What follows belongs to an exercise in optimizing a design on an open flow for small area, a short achievable clock period and few clock cycles per item; a production flow would make more cautious choices. The RTL was checked by simulation tests, not by an equivalence proof against the original design. No activity file was given, so power comes from the tool's default toggle rates.

== fjord ==
==> flow/design.v (excerpt) <==
module tdal3_core #(
    parameter [15:0] RESET_PC        = 16'h3000,
    parameter [15:0] RESET_SP_ACTIVE = 16'hFE00,
    parameter [15:0] RESET_SP_SAVED  = 16'h3000,
    parameter [2:0]  RESET_NZP       = 3'b010,      
    parameter [15:0] RESET_PSR       = 16'h0002,
    parameter [15:0] HALT_PC         = 16'hFFFF
) (
    input  wire        clk,
    input  wire        rst,
    output reg         mem_req,
    output reg         mem_we,
    output reg  [15:0] mem_addr,
    output reg  [15:0] mem_wdata,
    input  wire        mem_ready,
    input  wire [15:0] mem_rdata,
    input  wire        irq,
    input  wire [15:0] irq_vector,
    output reg         commit_valid,
    output reg         commit_irq,
    output reg         commit_unrec,
    output reg  [15:0] commit_pc,
    output wire [15:0] commit_next_pc,
    output reg         commit_reg_we,
    output reg  [2:0]  commit_reg_idx,
    output reg  [15:0] commit_reg_data,
    output wire [2:0]  commit_nzp,
    output reg         commit_rd_valid,
    output wire [15:0] commit_rd,
    output wire        halted,
    output wire        fault
);
    localparam [3:0] OP_BR   = 4'h0, OP_ADD = 4'h1, OP_LD  = 4'h2, OP_ST  = 4'h3,
  ...
For scale: roughly 2300 cells after synthesis, about 250 flip-flops, about 150 I/O pins, ~19000 µm² of cells after synthesis.
==> flow/config.mk <==
export PLATFORM = sky130hd
export DESIGN_NAME = tdal3_core
export DESIGN_NICKNAME = tdal3_core
export VERILOG_FILES = /design/flow/design.v
export SDC_FILE = /design/flow/constraint.sdc
export NUM_CORES = 4
export LEC_CHECK = 0
export CAP_MARGIN = 20
export CORE_MARGIN = 2
export CORE_UTILIZATION = 40
export SLEW_MARGIN = 20
==> flow/constraint.sdc <==
create_clock -name core_clock -period 8.0 [get_ports {clk}]
set_input_delay 1.6000 -clock core_clock [delete_from_list [all_inputs] [get_ports {clk}]]
set_output_delay 1.6000 -clock core_clock [all_outputs]
set_load 0.01 [all_outputs]
run.sh (not shown) runs the stock make flow with config.mk's settings and CLKGATE_MAP_FILE= SYNTH_SCRIPT=/design/flow/synth_recipe.tcl, a recipe that flattens the netlist after the stock synthesis.
Testbench counts of fjord, summed over its fixed seeds: cycles 58,189, instrs 47,263.
Inputs modified between fjord and onyx:
==> flow/flow/run.sh (new file) <==
#!/bin/bash
# Layout: the standard flow (standard.sh), with plain buf_1 cells as the
# port buffers in place of the delay buffers buffer_ports picks by itself.
set -euo pipefail
cd "$(dirname "$0")/.."
export BUFFER_PORTS_ARGS="-buffer_cell sky130_fd_sc_hd__buf_1"
bash standard.sh finish > standard.log 2>&1
==> flow/standard.sh (new file) <==
#!/bin/bash
# synth_recipe.tcl (not shown) runs the flow's synth.tcl, then flattens the netlist and writes it again
# the make line also repeats each setting of config.mk as NAME=value (left out here)
make -C /OpenROAD-flow-scripts/flow DESIGN_CONFIG=/design/flow/config.mk WORK_HOME=/design/flow/orfs CLKGATE_MAP_FILE= SYNTH_SCRIPT=/design/flow/synth_recipe.tcl "${@:-finish}"
removed: flow/run.sh
Notes after the runs:
Count of clock-buffer cells in the layout: onyx vs fjord up about 6%. Overall global routing resource usage ends up higher on onyx. Looking at final critical-path required period across onyx and fjord, the one that comes out lower is onyx. Fraction of standard cell area in multi-input logic in onyx is 3.0 points higher than in fjord.
Changes in quartz relative to onyx:
- putting SETUP_SLACK_MARGIN at 2.0 where nothing was set
==> flow/run.sh (new file) <==
#!/bin/bash
# synth_recipe.tcl (not shown) runs the flow's synth.tcl, then flattens the netlist and writes it again
# the make line also repeats each setting of config.mk as NAME=value (left out here)
make -C /OpenROAD-flow-scripts/flow DESIGN_CONFIG=/design/flow/config.mk WORK_HOME=/design/flow/orfs CLKGATE_MAP_FILE= SYNTH_SCRIPT=/design/flow/synth_recipe.tcl finish
removed: flow/flow/run.sh
removed: flow/standard.sh
==> comparison <==
- Between quartz and onyx, global placer's final weighted congestion is lower for onyx, quartz comes in above that.
- Lower non-clock buffer count was reported by onyx, not quartz.
- quartz against onyx: fraction of met3 tracks used by global routing rose by 0.30 points, final setup slack of the worst path rose by 1.08 ns, post-route cell area rose by about 20%, buffers inserted during post-CTS setup optimization rose by 103, wire length rose by 4.4%.
- Compared with onyx, in quartz sum of routed wire segments on met1 dropped about 1%, clock power grew by about 3%, register share of the cell area -5.0 points, count of cell instances traversed by the critical path went up by 4.
Modified inputs, amber compared to quartz
- SETUP_SLACK_MARGIN changed from 2.0 to 1.0
==> flow/flow/run.sh (new file) <==
#!/bin/bash
# Layout: the standard flow (standard.sh), with plain buf_1 cells as the
# port buffers in place of the delay buffers buffer_ports picks by itself.
set -euo pipefail
cd "$(dirname "$0")/.."
export BUFFER_PORTS_ARGS="-buffer_cell sky130_fd_sc_hd__buf_1"
bash standard.sh finish > standard.log 2>&1
==> flow/standard.sh (new file) <==
#!/bin/bash
# synth_recipe.tcl (not shown) runs the flow's synth.tcl, then flattens the netlist and writes it again
# the make line also repeats each setting of config.mk as NAME=value (left out here)
make -C /OpenROAD-flow-scripts/flow DESIGN_CONFIG=/design/flow/config.mk WORK_HOME=/design/flow/orfs CLKGATE_MAP_FILE= SYNTH_SCRIPT=/design/flow/synth_recipe.tcl "${@:-finish}"
removed: flow/run.sh
==> comparison <==
- Compare quartz and amber | post-route cell area higher: quartz
- As far as tapcell count goes, amber and quartz are indistinguishable; the numbers are identical.
- Row number of antenna violations at the first check in global routing: amber higher / quartz lower
- Critical path's slowest cell: o211ai_1 -> quartz, ha_2 -> amber

========
## run 1
Another version of the RTL of tdal3_core (not shown whole).
For scale: about 2800 cells after synthesis, ~150 I/O pins, ~0.019 sq mm of cells after synthesis.
Settings: LEC_CHECK=0, ABC_AREA=1, CAP_MARGIN=20, CORE_MARGIN=2, CORE_UTILIZATION=55, GPL_ROUTABILITY_DRIVEN=0, SETUP_SLACK_MARGIN=1.75, SLEW_MARGIN=20; clock period 8.0 ns.
standard.sh (not shown) runs the stock make flow with config.mk's settings and CLKGATE_MAP_FILE= SYNTH_SCRIPT=/design/flow/synth_recipe.tcl, a recipe that flattens the netlist after the stock synthesis.
==> flow/flow/run.sh <==
#!/bin/bash
# Layout: the standard flow (standard.sh), with plain buf_1 cells as the
# port buffers in place of the delay buffers buffer_ports picks by itself.
set -euo pipefail
cd "$(dirname "$0")/.."
export BUFFER_PORTS_ARGS="-buffer_cell sky130_fd_sc_hd__buf_1"
bash standard.sh finish > standard.log 2>&1
Testbench counts of run 1, summed over its fixed seeds: cycles 58,213, instrs 47,263.
The inputs of run 2 differ from those of run 1 as listed below.
Settings: CORE_UTILIZATION changed from 55 to 50.
Results
Fmax delta (run 1 -> run 2): insignificant
Diff run 1 -> run 2: power density over cell area level; combinational-cell power consumption moved down; share of total power in combinational logic moved down.
### run 2 -> run 3
Settings: changing SETUP_SLACK_MARGIN from 1.75 to 2.0; setting TNS_END_PERCENT to 0 for the first time.
Non-clock buffer total of the final layout grows by a little under 10% when moving from run 2 to run 3.
Relative to run 2, area growth from synthesis to layout has increased by 3.3 points in run 3.
Run 3 reached the final stage; the timing, design-rule and antenna checks on its layout passed.
Taking run 2 as the reference, in run 3 overall via count from detail_route now larger; setup slack now smaller; minimum clock period now larger; via count of the first global-routing pass now larger.
Final design area excluding fillers: run 2 and run 3 compared, higher one is run 3
On run 3: ratio of final minimum period to clock period is 0.65 points higher than what run 2 gave.
The share of post-route cells with drive strength above 1 in run 3 sits 2.2 points above the value recorded for run 2.
Note that the number of gates resized after CTS recorded for run 3 amounts to 1.9 times the value seen in run 2.
Re initial antenna violation count: run 2 and run 3 aren't equal, and the lower value belongs to run 2.
[inputs] run 4 vs run 3
Settings: clearing GPL_ROUTABILITY_DRIVEN, which used to be 0; swapping 2.0 for 1.0 in SETUP_SLACK_MARGIN; swapping 50 for 40 in CORE_UTILIZATION; clearing ABC_AREA, which used to be 1; clearing TNS_END_PERCENT, which used to be 0.
==> comparison <==
A cell type of the slowest stage on the worst timing path of sky130_fd_sc_hd__o21ai_0 is what run 4 shows, while sky130_fd_sc_hd__nand2_1 belongs to run 3. On total power, run 3 beats run 4. Effective utilization at floorplan came out lower on run 4 than on run 3. Mux contribution to synthesized area: run 4 > run 3. Diff run 3 -> run 4 | maximum ir drop on the vdd rail | up by more than 10%. Going from run 3 to run 4, largest buffer count on any clock path did not really move; number of buffers and inverters on the critical path went down.

re-timing with driven ports:
In the flow no input, the clock included, has a driving cell. The finished layouts below were timed again as built, in two steps. Step 1 sets driving cells, clkbuf_16 on the clock port and buf_2 on the other inputs (assumed; they add their load-dependent delay and slew). Step 2 also shifts input and output timing later by t, the mid clock arrival at the registers, as if the neighbouring blocks saw the same clock. Three values: no drivers, after step 1, after step 2; two values: the first two.
run	t (ns)	setup WS [ns]	worst setup path at the end	worst register clock-pin slew, ns	pins driven straight from the clock port
fjord	0.640	0.119 / 0.025 / -0.301	input to register	0.07 / 0.07	1
onyx	0.653	0.150 / 0.122 / 0.122	input to output	0.08 / 0.08	1
quartz	0.659	1.231 / 1.164 / 1.164	input to output	0.08 / 0.08	1
amber	0.660	1.031 / 0.972 / 0.503	input to register	0.08 / 0.08	1
run 1	0.651	1.729 / 1.676 / 1.112	input to register	0.07 / 0.07	1
run 2	0.639	1.740 / 1.605 / 1.135	input to register	0.07 / 0.07	1
run 3	0.639	1.688 / 1.642 / 1.084	input to register	0.07 / 0.07	1
run 4	0.659	1.028 / 0.870 / 0.625	input to register	0.08 / 0.08	1
With both steps, setup timing fails in fjord, where it was met with ideal ports. The setup slack of run 1, which loses most, moves by -0.053 ns with the drivers and by -0.617 ns with both steps.
